From an optimization exercise on the open Yosys and OpenROAD flow, aimed at small area, a short achievable clock period and few clock cycles; shortcuts taken in it are not production practice.
At most, simulation tests tie the RTL to the original design; equivalence was not proved.
Power and IR drop assume default switching activity.

==> trial 19: inputs <==
## shtp_rx
module shtp_rx (
    input  wire        clk,
    input  wire        rst,
    input  wire        in_valid,
    input  wire [7:0]  in_data,
    output wire        in_ready,
    output wire        pkt_done,
    input  wire [7:0]  rd_id,
    output reg         rd_valid,
    output reg  [1:0]  rd_acc,
    output reg  [63:0] rd_w,
    output reg  [98:0] rd_conf,
    output wire [5:0]  stat,
    output reg         flag_id,
    output reg  [7:0]  pid_major,
    output reg  [7:0]  pid_minor,
    output reg  [31:0] pid_part,
    output reg  [31:0] pid_build,
    output reg  [15:0] pid_patch,
    output reg         cmdresp_valid,
    output reg  [7:0]  cmdresp_cmd,
    output reg  [7:0]  cmdresp_status,
    output reg         cal_started,
    output reg         dcd_saved
);
    localparam QN = 53;
    localparam [3:0] S_STEPS = 4'd11, S_STAB = 4'd12, S_SHAKE = 4'd13,
                     S_ACT = 4'd14, S_NONE = 4'd15;
    function [3:0] rt_slot(input [7:0] id);
        case (id)
            8'h01: rt_slot = 4'd0;
            8'h02: rt_slot = 4'd1;
            8'h03: rt_slot = 4'd2;
            8'h04: rt_slot = 4'd3;
            8'h05: rt_slot = 4'd4;
            8'h06: rt_slot = 4'd5;
            8'h08: rt_slot = 4'd6;
            8'h09: rt_slot = 4'd7;
            8'h14: rt_slot = 4'd8;
            8'h15: rt_slot = 4'd9;
            8'h16: rt_slot = 4'd10;
            8'h11: rt_slot = 4'd11;
            8'h13: rt_slot = 4'd12;
            8'h19: rt_slot = 4'd13;
            8'h1E: rt_slot = 4'd14;
            default: rt_slot = 4'd15;
        endcase
    endfunction
    function [4:0] rt_lm1(input [7:0] id);
        case (id)
            8'h01, 8'h02, 8'h03, 8'h04, 8'h06: rt_lm1 = 5'd9;
            8'h05, 8'h09:                      rt_lm1 = 5'd13;
            8'h08, 8'h11:                      rt_lm1 = 5'd11;
            8'h13, 8'h19:                      rt_lm1 = 5'd5;
            8'h14, 8'h15, 8'h16, 8'h1E,
            8'hF1, 8'hF8:                      rt_lm1 = 5'd15;
            8'hFA, 8'hFB:                      rt_lm1 = 5'd4;
            8'hFC:                             rt_lm1 = 5'd16;
            default:                           rt_lm1 = 5'd0;
        endcase
    endfunction
  ...
Settings: LEC_CHECK=0, ABC_AREA=1, CAP_MARGIN=20, CORE_MARGIN=2, CORE_UTILIZATION=45, PLACE_DENSITY=0.6, SETUP_SLACK_MARGIN=3.5, SLEW_MARGIN=20; clock period 8.0 ns.
run.sh (not shown) runs the stock make flow with config.mk's settings and CLKGATE_MAP_FILE= SYNTH_SCRIPT=/design/flow/synth_recipe.tcl, a recipe that flattens the netlist after the stock synthesis.
==> build 12 (differences from trial 19) <==
==> flow/config.mk (replaced) <==
export PLATFORM = sky130hd
export DESIGN_NAME = shtp_rx
export DESIGN_NICKNAME = shtp_rx
export VERILOG_FILES = /design/flow/design.v
export SDC_FILE = /design/flow/constraint.sdc
export NUM_CORES = 4
export LEC_CHECK = 0
export CAP_MARGIN = 20
export CORE_MARGIN = 2
export CORE_UTILIZATION = 30
export PLACE_DENSITY = 0.5
export SETUP_SLACK_MARGIN = 3.5
export SLEW_MARGIN = 20
==> build 65 (differences from trial 19) <==
--- a/flow/design.v
+++ b/flow/design.v
@@ -20,14 +20,15 @@
     output reg         cmdresp_valid,
     output reg  [7:0]  cmdresp_cmd,
     output reg  [7:0]  cmdresp_status,
     output reg         cal_started,
     output reg         dcd_saved
 );
     localparam QN = 53;
+    localparam TN = 2;           
     localparam [3:0] S_STEPS = 4'd11, S_STAB = 4'd12, S_SHAKE = 4'd13,
                      S_ACT = 4'd14, S_NONE = 4'd15;
     function [3:0] rt_slot(input [7:0] id);
         case (id)
             8'h01: rt_slot = 4'd0;
             8'h02: rt_slot = 4'd1;
             8'h03: rt_slot = 4'd2;
@@ -61,18 +62,19 @@
     endfunction
     function is_v4(input [3:0] sl);
         is_v4 = (sl == 4'd4) || (sl == 4'd6) || (sl == 4'd7);
     endfunction
     reg [7:0] q [0:QN-1];
     reg [5:0] wp, rp, fs;        
     reg       wph, rph, fsh;     
-    reg [10:0] tok0, tok1;       
-    reg [1:0]  tcnt;
-    wire tok_full  = tcnt[1];
-    wire tok_valid = (tcnt != 2'd0);
+    reg [TN*11-1:0] tok;         
+    reg [2:0]       tcnt;
+    wire tok_full  = (tcnt == TN);
+    wire tok_valid = (tcnt != 3'd0);
+    wire [10:0] tok0 = tok[10:0];
     wire q_full = (wp == rp) && (wph != rph);
     localparam [1:0] A_HDR = 2'd0, A_PAY = 2'd1, A_SKIP = 2'd2;
     reg [1:0]  ast;
     reg [1:0]  hcnt;
     reg [7:0]  hb0;
     reg [14:0] rem;              
     reg        h_zero, h_big, h_err;
@@ -198,15 +200,15 @@
     always @(posedge clk) begin
         if (rst) begin
             ast    <= A_HDR;
             hcnt   <= 2'd0;
             wp     <= 6'd0;  wph <= 1'b0;
             rp     <= 6'd0;  rph <= 1'b0;
             fs     <= 6'd0;  fsh <= 1'b0;
-            tcnt   <= 2'd0;
+            tcnt   <= 3'd0;
             bdat   <= 1'b0;
             done_r <= 1'b0;
             st_mh  <= 1'b0;
             st_tb  <= 1'b0;
             st_urid <= 1'b0;
             st_mr  <= 1'b0;
             st_csf <= 1'b0;
@@ -283,24 +285,21 @@
                             ast <= A_HDR;
                     end
                     default: ast <= A_HDR;
                 endcase
                 if (tpush)
                     hcnt <= 2'd0;
             end
-            if (b_fin)
-                tok0 <= tcnt[1] ? tok1 : tnew;
-            else if (tcnt == 2'd0)
-                tok0 <= tnew;
-            if (!tcnt[1])
-                tok1 <= tnew;
-            if (tpush && !b_fin)
-                tcnt <= tcnt + 2'd1;
-            else if (b_fin && !tpush)
-                tcnt <= tcnt - 2'd1;
+            if (b_fin) begin
+                tok <= tok >> 11;
+                if (tpush)
+                    tok[(tcnt - 3'd1)*11 +: 11] <= tnew;
+            end else if (tpush)
+                tok[tcnt*11 +: 11] <= tnew;
+            tcnt <= tcnt + {2'b00, tpush} - {2'b00, b_fin};
             done_r <= b_fin;
             if (b_fin) begin
                 if (tok0[0]) st_mh   <= 1'b1;
                 if (tok0[1]) st_urid <= 1'b1;
                 if (tok0[2]) st_tb   <= 1'b1;
                 if (tok0[3]) st_ovf  <= 1'b1;
             end
==> flow/config.mk (replaced) <==
export PLATFORM = sky130hd
export DESIGN_NAME = shtp_rx
export DESIGN_NICKNAME = shtp_rx
export VERILOG_FILES = /design/flow/design.v
export SDC_FILE = /design/flow/constraint.sdc
export NUM_CORES = 4
export LEC_CHECK = 0
export CAP_MARGIN = 20
export CORE_MARGIN = 2
export CORE_UTILIZATION = 30
export PLACE_DENSITY = 0.5
export SLEW_MARGIN = 20
==> run_results.csv <==
group,metric,value,unit
setup_path,path_depth,16,
drt,wirelength,226,mm
floorplanning,rows,163,
status,status,"complete, no violations",
floorplanning,coreArea,0.197,mm2
layout,seqCellArea,0.0346,mm2
(the above is from build 12)
==> run_results.csv <==
group,metric,value,unit
layout,seqCellArea,0.0346,mm2
floorplanning,coreArea,0.207,mm2
status,status,"complete, no violations",
drt,wirelength,217,mm
setup_path,path_depth,15,
(the above is from build 65)
==> run_results.csv <==
group,metric,value,unit
floorplanning,rows,136,
status,status,"complete, no violations",
setup_path,path_depth,19,
drt,wirelength,227,mm
layout,seqCellArea,0.0346,mm2
(the above is from trial 19)
Testbench counts of build 65, summed over its fixed seeds: cycles 55,123.
The RTL of trial 19 and build 12 was laid out without a check of its function.

========
==> job 730 <==
shtp_rx, a different RTL version from the one above (not shown whole).
## shtp_rx
module shtp_rx (
    input  wire        clk,
    input  wire        rst,
    input  wire        in_valid,
    input  wire [7:0]  in_data,
    output wire        in_ready,
    output wire        pkt_done,
    input  wire [7:0]  rd_id,
    output reg         rd_valid,
    output reg  [1:0]  rd_acc,
    output reg  [63:0] rd_w,
    output reg  [98:0] rd_conf,
    output wire [5:0]  stat,
    output reg         flag_id,
    output reg  [7:0]  pid_major,
    output reg  [7:0]  pid_minor,
    output reg  [31:0] pid_part,
    output reg  [31:0] pid_build,
    output reg  [15:0] pid_patch,
    output reg         cmdresp_valid,
    output reg  [7:0]  cmdresp_cmd,
    output reg  [7:0]  cmdresp_status,
    output reg         cal_started,
    output reg         dcd_saved
);
==> flow/config.mk <==
export PLATFORM = sky130hd
export DESIGN_NAME = shtp_rx
export DESIGN_NICKNAME = shtp_rx
export VERILOG_FILES = /design/flow/design.v
export SDC_FILE = /design/flow/constraint.sdc
export NUM_CORES = 4
export LEC_CHECK = 0
export CAP_MARGIN = 20
export CORE_MARGIN = 2
export CORE_UTILIZATION = 65
export CTS_BUF_LIST = sky130_fd_sc_hd__clkbuf_8
export CTS_CLUSTER_DIAMETER = 45
export CTS_CLUSTER_SIZE = 20
export PLACE_DENSITY = 0.72
export SETUP_SLACK_MARGIN = 3.8
export SLEW_MARGIN = 20
export TNS_END_PERCENT = 0
==> flow/constraint.sdc <==
create_clock -name core_clock -period 8.0 [get_ports {clk}]
set_input_delay 1.6000 -clock core_clock [delete_from_list [all_inputs] [get_ports {clk}]]
set_output_delay 1.6000 -clock core_clock [all_outputs]
set_load 0.01 [all_outputs]
standard.sh (not shown) runs the stock make flow with config.mk's settings and CLKGATE_MAP_FILE= SYNTH_SCRIPT=/design/flow/synth_recipe.tcl, a recipe that flattens the netlist after the stock synthesis.
==> flow/flow/run.sh <==
#!/bin/bash
# Standard layout (the standard flow's own synthesis and ORFS steps), with the resizer free
# to change a cell's footprint and the port buffers made from buf_4 cells.
set -euo pipefail
bash standard.sh MATCH_CELL_FOOTPRINT=0 "BUFFER_PORTS_ARGS=-buffer_cell sky130_fd_sc_hd__buf_4" finish > orfs_make.log 2>&1
==> job 4297 (differences from job 730) <==
==> flow/run.sh (new file) <==
#!/bin/bash
# synth_recipe.tcl (not shown) runs the flow's synth.tcl, then flattens the netlist and writes it again
# the make line also repeats each setting of config.mk as NAME=value (left out here)
make -C /OpenROAD-flow-scripts/flow DESIGN_CONFIG=/design/flow/config.mk WORK_HOME=/design/flow/orfs CLKGATE_MAP_FILE= SYNTH_SCRIPT=/design/flow/synth_recipe.tcl finish
CORE_UTILIZATION = 62   (was 65)
CTS_CLUSTER_DIAMETER = 50   (was 45)
CTS_CLUSTER_SIZE = 24   (was 20)
PLACE_DENSITY = 0.7   (was 0.72)
SETUP_SLACK_MARGIN = 3.6   (was 3.8)
removed: flow/flow/run.sh
removed: flow/standard.sh
==> summary.txt <==
Timing
  – Period Utilization, post-route: 67.5%

CTS
  – Num CTS Buffers: 138

Placement
  – Dpl cells: 6688

Cells and area
  – Footprint of the multi-input gates: 23200 um2

Min path
  – Hold Path Sink: f_st[3]

Status
  – Status: complete, no violations
# the run above: job 4297

==> summary.txt <==
Status
  – Status: complete, no violations

Timing
  – Period Utilization, post-route: 66.8%

Drt
  – Wl on met1: about 67000 um

Setup path
  – Most common cell on crit path: buf_4

Power
  – Switch share: 29.6%

Global routing
  – Initial antenna violation count: 9

Placement
  – Dpl cells: 6602

CTS
  – Num CTS Buffers: between 100 and 150

Synthesis
  – Seq cells post-synth: about 1400

Cells and area
  – Footprint of the multi-input gates: roughly 23000 um2

Min path
  – Hold Path Sink: f_st[1]
# the run above: job 730

Testbench counts of job 730, summed over its fixed seeds: cycles 54,952.
Testbench counts of job 4297, summed over its fixed seeds: cycles 54,952.

## what the ideal ports hide
The flow's constraints put no driver on any port. The routed layouts listed below were extracted and timed again, unchanged, in two steps. Step 1: set_driving_cell puts a clkbuf_16 on clk and a buf_2 on each other input, an assumption about the parent block. Step 2, shift: input delay + t, output delay - t, t = (earliest + latest rising clock arrival at the registers) / 2. This alone moves slack from input paths to output paths. Slacks: ideal / step 1 / step 2; pairs: ideal / step 1.
run | t (ns) | setup slack, ns | worst data-port slew with drivers (ns)
trial 19 | 0.867 | 2.136 / 2.048 / 2.048 | 0.08
build 12 | 0.899 | 1.905 / 1.783 / 1.783 | 0.13
build 65 | 0.877 | 0.131 / 0.104 / 0.104 | 0.06
job 730 | 0.907 | 2.657 / 2.604 / 2.293 | 0.11
job 4297 | 0.903 | 2.604 / 2.568 / 2.065 | 0.11
After both steps setup and hold are still met in every run listed. For job 4297, which loses most, drivers alone change the setup slack by -0.036 ns; drivers and shift together by -0.539 ns.
